This design comes from an exercise in tuning for small area and few clock cycles on the open sky130 flow, not from production work. At most, simulation tests tie the RTL to the original design; equivalence was not proved. Power figures rest on the tool's default switching activity, not on a simulated workload.

Setup of job 101:
==> flow/design.v <==
module uhf_core (
    input  wire        clk,
    input  wire        rst,
    input  wire        op_valid,
    output wire        op_ready,
    input  wire [7:0]  op_code,
    input  wire [7:0]  op_adr,
    input  wire [7:0]  op_cmd,
    input  wire [7:0]  op_len,
    input  wire [7:0]  op_rxlen,
    input  wire        in_valid,
    output reg         in_ready,
    input  wire [7:0]  in_data,
    output reg         out_valid,
    input  wire        out_ready,
    output reg  [7:0]  out_data,
    output reg         done,
    output reg  [2:0]  err,
    output reg  [7:0]  erroff,
    output reg  [7:0]  erridx,
    output wire [15:0] crc,
    output wire [7:0]  radr,
    output wire [7:0]  rcmd,
    output wire [7:0]  rplen,
    output wire [19:0] lowkhz,
    output wire [19:0] highkhz,
    output wire [7:0]  power,
    output wire [7:0]  scan,
    output wire [1:0]  mode,
    output wire        proto,
    output wire        buzz,
    output wire        awidth,
    output wire [1:0]  iface,
    output wire [2:0]  bank,
    output wire [7:0]  offs,
    output wire [7:0]  wlen,
    output wire [7:0]  filt,
    output wire [7:0]  eas,
    output wire [7:0]  offt,
    output wire        wgord,
    output wire        wgfmt,
    output wire [7:0]  wgivl,
    output wire [7:0]  wgpw,
    output wire [7:0]  wgpp
);
    localparam [2:0] E_NONE  = 3'd0;
    localparam [2:0] E_CSUM  = 3'd1;
    localparam [2:0] E_TRUNC = 3'd2;
    localparam [2:0] E_RANGE = 3'd3;
    localparam [2:0] E_FSHRT = 3'd5;
    localparam [2:0] E_RSHRT = 3'd6;
    localparam [2:0] E_ILLEG = 3'd7;
    localparam [2:0] S_IDLE = 3'd0;
    localparam [2:0] S_FIN  = 3'd1;    
    localparam [2:0] S_RECV = 3'd2;    
    localparam [2:0] S_HDR  = 3'd4;    
    localparam [2:0] S_PAY  = 3'd5;    
    localparam [2:0] S_TRL  = 3'd6;    
    function [15:0] crc_step;
        input [15:0] c_in;
        input [7:0]  b;
        integer k;
        reg [15:0] c;
        begin
            c = c_in ^ {8'h00, b};
            for (k = 0; k < 8; k = k + 1)
                c = c[0] ? ((c >> 1) ^ 16'h8408) : (c >> 1);
            crc_step = c;
        end
    endfunction
    function [7:0] inc8;
        input [7:0] a;
        integer i;
        reg c;
        begin
            c = 1'b1;
            for (i = 0; i < 8; i = i + 1) begin
                inc8[i] = a[i] ^ c;
                c = c & a[i];
            end
        end
    endfunction
    function [7:0] dec8;
        input [7:0] a;
        integer i;
        reg c;
        begin
            c = 1'b1;
            for (i = 0; i < 8; i = i + 1) begin
                dec8[i] = a[i] ^ c;
                c = c & ~a[i];
            end
        end
    endfunction
    function [15:0] add16;
        input [15:0] a, b;
        integer i;
        reg c;
        begin
            c = 1'b0;
            for (i = 0; i < 16; i = i + 1) begin
                add16[i] = a[i] ^ b[i] ^ c;
                c = (a[i] & b[i]) | (a[i] & c) | (b[i] & c);
            end
        end
    endfunction
    function [19:0] khz;
        input [7:0] x;
        reg [15:0] a, b, k, s, cy;
        begin
            a  = {8'd0, x};
            b  = {5'd0, x, 3'd0};
            k  = 16'hDC5C;
            s  = a ^ b ^ k;
            cy = ((a & b) | (a & k) | (b & k)) << 1;
            khz = {add16(add16(s, cy), {4'd0, x, 4'd0}), 4'b1000};
        end
    endfunction
    reg [2:0]  state;
    reg [2:0]  op_r;      
    reg [7:0]  rem;       
    reg [7:0]  cnt;       
    reg        trunc;     
    reg        bad_lo;    
    reg [15:0] crc_r;
    reg [7:0]  b0, b1, b4, b5, b6, b7, b8, b9, b10, b11, b12, b13, b14;
    reg [1:0]  b3;
    wire is_dec = op_r[2] ? (op_r != 3'd7) : (op_r == 3'd3);
    wire last   = (rem == 8'd1);
    wire tail   = (rem == 8'd2) || last;
    wire s_idle = (state == S_IDLE);
    wire s_fin  = (state == S_FIN);
    wire s_recv = (state == S_RECV);
    wire s_hdr  = (state == S_HDR);
    wire s_pay  = (state == S_PAY);
    wire s_trl  = (state == S_TRL);
    wire can_acc = s_idle || s_fin || (s_recv && is_dec && last) || (s_trl && cnt[0]);
    assign op_ready = s_idle || s_fin || (s_recv && is_dec && last && in_valid) ||
                      (s_trl && cnt[0] && out_ready);
    wire accept = op_valid && op_ready;
    wire op_hi0 = (op_code[7:3] == 5'd0);
    wire op_ok  = op_hi0 && (op_code[2:0] != 3'd0) && (op_code[2:0] != 3'd7) &&
                  !((op_code[2:0] == 3'd2) && (op_len[7:2] == 6'h3F));
    wire op_dec = op_hi0 && (op_code[2] ? !(op_code[1] && op_code[0]) : (op_code[1] && op_code[0]));
    wire [7:0] hdr_byte = cnt[0] ? (cnt[1] ? b1 : {inc8({2'b00, rem[7:2]}), rem[1:0]}) : b0;
    always @(*) begin
        in_ready  = s_recv || (s_pay && out_ready);
        out_valid = s_hdr || s_trl || (s_pay && in_valid);
        case (state)
            S_HDR:   out_data = hdr_byte;
            S_TRL:   out_data = cnt[0] ? crc_r[15:8] : crc_r[7:0];
            default: out_data = in_data;
        endcase
    end
    wire in_fire  = in_valid && in_ready;
    wire out_fire = out_valid && out_ready;
    wire        crc_sel = op_valid && can_acc;
    wire [15:0] crc_nx  = crc_step(crc_sel ? 16'hFFFF : crc_r,
                                   crc_sel ? op_rxlen : (s_hdr ? hdr_byte : in_data));
    always @(posedge clk) begin
        if (rst) begin
            state <= S_IDLE;
        end else if (accept) begin
            op_r   <= op_ok ? op_code[2:0] : 3'd0;
            rem    <= op_len;
            cnt    <= 8'hFD;
            trunc  <= (op_len != op_rxlen);
            bad_lo <= 1'b0;
            crc_r  <= op_dec ? crc_nx : 16'hFFFF;
            if (!op_ok)
                state <= S_FIN;
            else if (op_code == 8'd2)
                state <= S_HDR;
            else if (op_len == 8'd0)
                state <= S_FIN;
            else
                state <= S_RECV;
        end else begin
            case (state)
                S_FIN: state <= S_IDLE;
                S_RECV: if (in_fire) begin
                    rem <= dec8(rem);
                    cnt <= inc8(cnt);
                    if (!is_dec || !tail)
                        crc_r <= crc_nx;
                    if (rem == 8'd2)
                        bad_lo <= (in_data != crc_r[7:0]);
                    if (last)
                        state <= is_dec ? S_IDLE : S_FIN;
                end
                S_HDR: if (out_fire) begin
                    crc_r <= crc_nx;
                    cnt   <= inc8(cnt);
                    if (cnt[1] && cnt[0]) begin
                        state <= (rem == 8'd0) ? S_TRL : S_PAY;
                    end
                end
                S_PAY: if (out_fire) begin
                    crc_r <= crc_nx;
                    rem   <= dec8(rem);
                    if (last)
                        state <= S_TRL;
                end
                S_TRL: if (out_fire) begin
                    cnt <= inc8(cnt);
                    if (cnt[0])
                        state <= S_IDLE;
                end
                default: state <= S_IDLE;
            endcase
        end
    end
    always @(posedge clk) begin
        if (accept && op_code == 8'd2) begin
            b0 <= op_adr;
            b1 <= op_cmd;
        end else if (s_recv && in_fire) begin
            case (cnt)
                8'hFD: b0  <= in_data;
                8'hFE: b1  <= in_data;
                8'h00: b3  <= in_data[1:0];
                8'h01: b4  <= in_data;
                8'h02: b5  <= in_data;
                8'h03: b6  <= in_data;
                8'h04: b7  <= in_data;
                8'h05: b8  <= in_data;
                8'h06: b9  <= in_data;
                8'h07: b10 <= in_data;
                8'h08: b11 <= in_data;
                8'h09: b12 <= in_data;
                8'h0A: b13 <= in_data;
                8'h0B: b14 <= in_data;
                default: ;
            endcase
        end
    end
    always @(*) begin
        done = s_fin || (s_recv && is_dec && last && in_valid) ||
               (s_trl && cnt[0] && out_ready);
    end
    wire csum_bad = bad_lo || (in_data != crc_r[15:8]);
    always @(*) begin
        err    = E_NONE;
        erroff = 8'h00;
        erridx = 8'h00;
        if (op_r == 3'd0)
            err = E_ILLEG;
        else if (is_dec) begin
            if (trunc)
                err = E_TRUNC;
            else if ((cnt[7:2] == 6'h3F))
                err = E_FSHRT;
            else if (csum_bad)
                err = E_CSUM;
            else if (op_r == 3'd5 && (cnt[7:4] == 4'd0 && !(cnt[3] && (cnt[2] || cnt[1] || cnt[0]))))
                err = E_RSHRT;
            else if (op_r == 3'd6) begin
                if (cnt[7:4] == 4'd0 && !(cnt[3] && cnt[2] && (cnt[1] || cnt[0])))
                    err = E_RSHRT;
                else if ((b7[7:2] != 6'd0)) begin
                    err = E_RANGE; erroff = 8'd7; erridx = b7;
                end else if (b8[4] && b8[1]) begin
                    err = E_RANGE; erroff = 8'd8; erridx = 8'd3;
                end else if ((b9[7:3] != 5'd0 || b9[2:0] == 3'd7)) begin
                    err = E_RANGE; erroff = 8'd9; erridx = b9;
                end
            end
        end
    end
    assign crc     = crc_r;
    assign radr    = b0;
    assign rcmd    = b1;
    assign rplen   = cnt;
    assign highkhz = khz(b7);
    assign lowkhz  = khz(b8);
    assign power   = b9;
    assign scan    = b10;
    assign mode    = b7[1:0];
    assign proto   = b8[0];
    assign buzz    = b8[2];
    assign awidth  = b8[3];
    assign iface   = {b8[4], b8[1]};
    assign bank    = b9[2:0];
    assign offs    = b10;
    assign wlen    = b11;
    assign filt    = b12;
    assign eas     = b13;
    assign offt    = b14;
    assign wgord   = b3[1];
    assign wgfmt   = b3[0];
    assign wgivl   = b4;
    assign wgpw    = b5;
    assign wgpp    = b6;
endmodule
==> flow/config.mk <==
export PLATFORM = sky130hd
export DESIGN_NAME = uhf_core
export DESIGN_NICKNAME = uhf_core
export VERILOG_FILES = /design/flow/design.v
export SDC_FILE = /design/flow/constraint.sdc
export NUM_CORES = 4
export LEC_CHECK = 0
export CAP_MARGIN = 20
export CORE_MARGIN = 2
export CORE_UTILIZATION = 40
export SLEW_MARGIN = 20
==> flow/constraint.sdc <==
create_clock -name core_clock -period 10.0 [get_ports {clk}]
set_input_delay 2.0000 -clock core_clock [delete_from_list [all_inputs] [get_ports {clk}]]
set_output_delay 2.0000 -clock core_clock [all_outputs]
set_load 0.01 [all_outputs]
standard.sh (not shown) runs the stock make flow with config.mk's settings and CLKGATE_MAP_FILE= SYNTH_SCRIPT=/design/flow/synth_recipe.tcl, a recipe that flattens the netlist after the stock synthesis.
==> flow/flow/run.sh <==
#!/bin/bash
# The standard layout (standard.sh) with these changes:
#  - synthesis: the standard flow's synthesis script, with an area-oriented final ABC
#    mapping and without the separate half/full-adder cell mapping;
#  - every port still gets its own buffer, of the smallest buffer cell;
#  - the clock tree is built from small clock buffers, without dummy loads.
set -euo pipefail
here=$(pwd)
export FLOW_SYNTH_TCL="$here/synth_recipe.tcl"
export AREA_ABC_SCRIPT="$here/flow/area.abc"
bash standard.sh \
    "SYNTH_SCRIPT=$here/flow/synth.tcl" \
    "ADDER_MAP_FILE=" \
    "BUFFER_PORTS_ARGS=-buffer_cell sky130_fd_sc_hd__buf_1" \
    "CTS_ARGS=-sink_clustering_enable -repair_clock_nets -dont_use_dummy_load -buf_list {sky130_fd_sc_hd__clkbuf_2 sky130_fd_sc_hd__clkbuf_4 sky130_fd_sc_hd__clkbuf_8}" \
    finish > make.log 2>&1
==> flow/flow/area.abc <==
&get -n
&st
&dch
&nf -R 1000
&put
==> flow/flow/synth.tcl <==
# The standard synthesis (synth_recipe.tcl, sourced unchanged), with one
# change: the final technology mapping uses an area-oriented ABC script
# (flow/area.abc) and no delay target. Registers, their names and cell types
# are untouched.
proc abc {args} {
  set i [lsearch -exact $args -script]
  if {$i >= 0} { set args [lreplace $args $i [expr {$i + 1}] -script $::env(AREA_ABC_SCRIPT)] }
  set j [lsearch -exact $args -D]
  if {$j >= 0} { set args [lreplace $args $j [expr {$j + 1}]] }
  yosys abc {*}$args
}
source $::env(FLOW_SYNTH_TCL)
Testbench counts of job 101, summed over its fixed seeds: cycles 34,925.
### job 101 -> job 102
--- a/flow/design.v
+++ b/flow/design.v
@@ -50,12 +50,12 @@
     localparam [2:0] E_FSHRT = 3'd5;
     localparam [2:0] E_RSHRT = 3'd6;
     localparam [2:0] E_ILLEG = 3'd7;
-    localparam [2:0] S_IDLE = 3'd0;
-    localparam [2:0] S_FIN  = 3'd1;    
+    localparam [2:0] S_IDLE = 3'd3;
+    localparam [2:0] S_FIN = 3'd0;    
     localparam [2:0] S_RECV = 3'd2;    
-    localparam [2:0] S_HDR  = 3'd4;    
-    localparam [2:0] S_PAY  = 3'd5;    
-    localparam [2:0] S_TRL  = 3'd6;    
+    localparam [2:0] S_HDR = 3'd5;    
+    localparam [2:0] S_PAY = 3'd7;    
+    localparam [2:0] S_TRL = 3'd4;    
     function [15:0] crc_step;
         input [15:0] c_in;
         input [7:0]  b;
@@ -104,7 +104,7 @@
             end
         end
     endfunction
-    function [19:0] khz;
+    function [15:0] khz16;
         input [7:0] x;
         reg [15:0] a, b, k, s, cy;
         begin
@@ -113,7 +113,7 @@
             k  = 16'hDC5C;
             s  = a ^ b ^ k;
             cy = ((a & b) | (a & k) | (b & k)) << 1;
-            khz = {add16(add16(s, cy), {4'd0, x, 4'd0}), 4'b1000};
+            khz16 = add16(add16(s, cy), {4'd0, x, 4'd0});
         end
     endfunction
     reg [2:0]  state;
@@ -125,7 +125,10 @@
     reg [15:0] crc_r;
     reg [7:0]  b0, b1, b4, b5, b6, b7, b8, b9, b10, b11, b12, b13, b14;
     reg [1:0]  b3;
-    wire is_dec = op_r[2] ? (op_r != 3'd7) : (op_r == 3'd3);
+    wire is_info = op_r[2] && op_r[0];
+    wire is_wm   = op_r[2] && op_r[1];
+    wire [15:0] khz_in = khz16((cnt == 8'h05) ? in_data : b7);
+    wire is_dec = op_r[2];
     wire last   = (rem == 8'd1);
     wire tail   = (rem == 8'd2) || last;
     wire s_idle = (state == S_IDLE);
@@ -161,7 +164,8 @@
         if (rst) begin
             state <= S_IDLE;
         end else if (accept) begin
-            op_r   <= op_ok ? op_code[2:0] : 3'd0;
+            op_r   <= !op_ok ? 3'b000 : op_dec ? {1'b1, op_code[2:0] == 3'd6, op_code[2:0] == 3'd5} :
+                      {1'b0, op_code[1], op_code[0]};
             rem    <= op_len;
             cnt    <= 8'hFD;
             trunc  <= (op_len != op_rxlen);
@@ -222,14 +226,19 @@
                 8'h01: b4  <= in_data;
                 8'h02: b5  <= in_data;
                 8'h03: b6  <= in_data;
-                8'h04: b7  <= in_data;
-                8'h05: b8  <= in_data;
+                8'h04: begin
+                    b7 <= in_data;
+                end
+                8'h05: begin
+                    b8 <= in_data;
+                    if (is_info) {b14, b13} <= khz_in;
+                end
                 8'h06: b9  <= in_data;
                 8'h07: b10 <= in_data;
                 8'h08: b11 <= in_data;
                 8'h09: b12 <= in_data;
-                8'h0A: b13 <= in_data;
-                8'h0B: b14 <= in_data;
+                8'h0A: if (!is_info) b13 <= in_data;
+                8'h0B: if (!is_info) b14 <= in_data;
                 default: ;
             endcase
         end
@@ -252,9 +261,9 @@
                 err = E_FSHRT;
             else if (csum_bad)
                 err = E_CSUM;
-            else if (op_r == 3'd5 && (cnt[7:4] == 4'd0 && !(cnt[3] && (cnt[2] || cnt[1] || cnt[0]))))
+            else if (is_info && (cnt[7:4] == 4'd0 && !(cnt[3] && (cnt[2] || cnt[1] || cnt[0]))))
                 err = E_RSHRT;
-            else if (op_r == 3'd6) begin
+            else if (is_wm) begin
                 if (cnt[7:4] == 4'd0 && !(cnt[3] && cnt[2] && (cnt[1] || cnt[0])))
                     err = E_RSHRT;
                 else if ((b7[7:2] != 6'd0)) begin
@@ -271,8 +280,8 @@
     assign radr    = b0;
     assign rcmd    = b1;
     assign rplen   = cnt;
-    assign highkhz = khz(b7);
-    assign lowkhz  = khz(b8);
+    assign highkhz = {khz_in, 4'b1000};
+    assign lowkhz  = {b14, b13, 4'b1000};
     assign power   = b9;
     assign scan    = b10;
     assign mode    = b7[1:0];
## What came out
- Job 102 against job 101: number of ordinary inverters in the final layout has decreased, final area has decreased.
- Between job 101 and job 102, met1 capacity usage during global routing is lower for job 101, job 102 comes in above that.
- Job 102 ended up with highkhz[16] as its endpoint of the worst setup timing path; job 101 ended up with erridx[2].
- Count of input and output buffers sits higher in job 102 than in job 101.
- Job 102: net count reported at finish 63 below job 101
- Diff job 101 -> job 102: setup-violating endpoint count in the final report was more or less identical, power went up by about 47%, routed length per placed instance went up by about 3%, routed wire length on met3 went down by 360 um, final hold slack went down by 0.0057 ns.
- Delta (job 102 minus job 101): global-route usage ~0 delta, die area went down by 3.4%, first-iteration DRC count shrank by about 36%, maximum frequency shrank by 33 MHz.
Only the layout flow was run in job 102; the RTL was not checked for function there.

what the ideal ports hide:
The results above use ideal ports. As a check the final layouts listed here were re-extracted and re-timed, cells and wires unchanged.
Step 1 sets driving cells, clkbuf_16 on the clock port and buf_2 on the other inputs (assumed; they add their load-dependent delay and slew).
Step 2 times the ports against the registers' clock, not the clock port: input delays grow and output delays shrink by t, the midpoint of the rising clock arrivals with the driver on.
Three values: ideal, step 1, step 2; two values: the first two.
run	shift t [ns]	setup slack, ns	worst register clock-pin slew, ns
job 101	0.474	3.303 / 3.277 / 3.277	0.09 / 0.09
job 102	0.464	1.379 / 1.340 / 1.804	0.09 / 0.09
After both steps setup and hold are still met in every run listed. The setup slack of job 101, which loses most, moves by -0.026 ns with the drivers and by -0.026 ns with both steps.
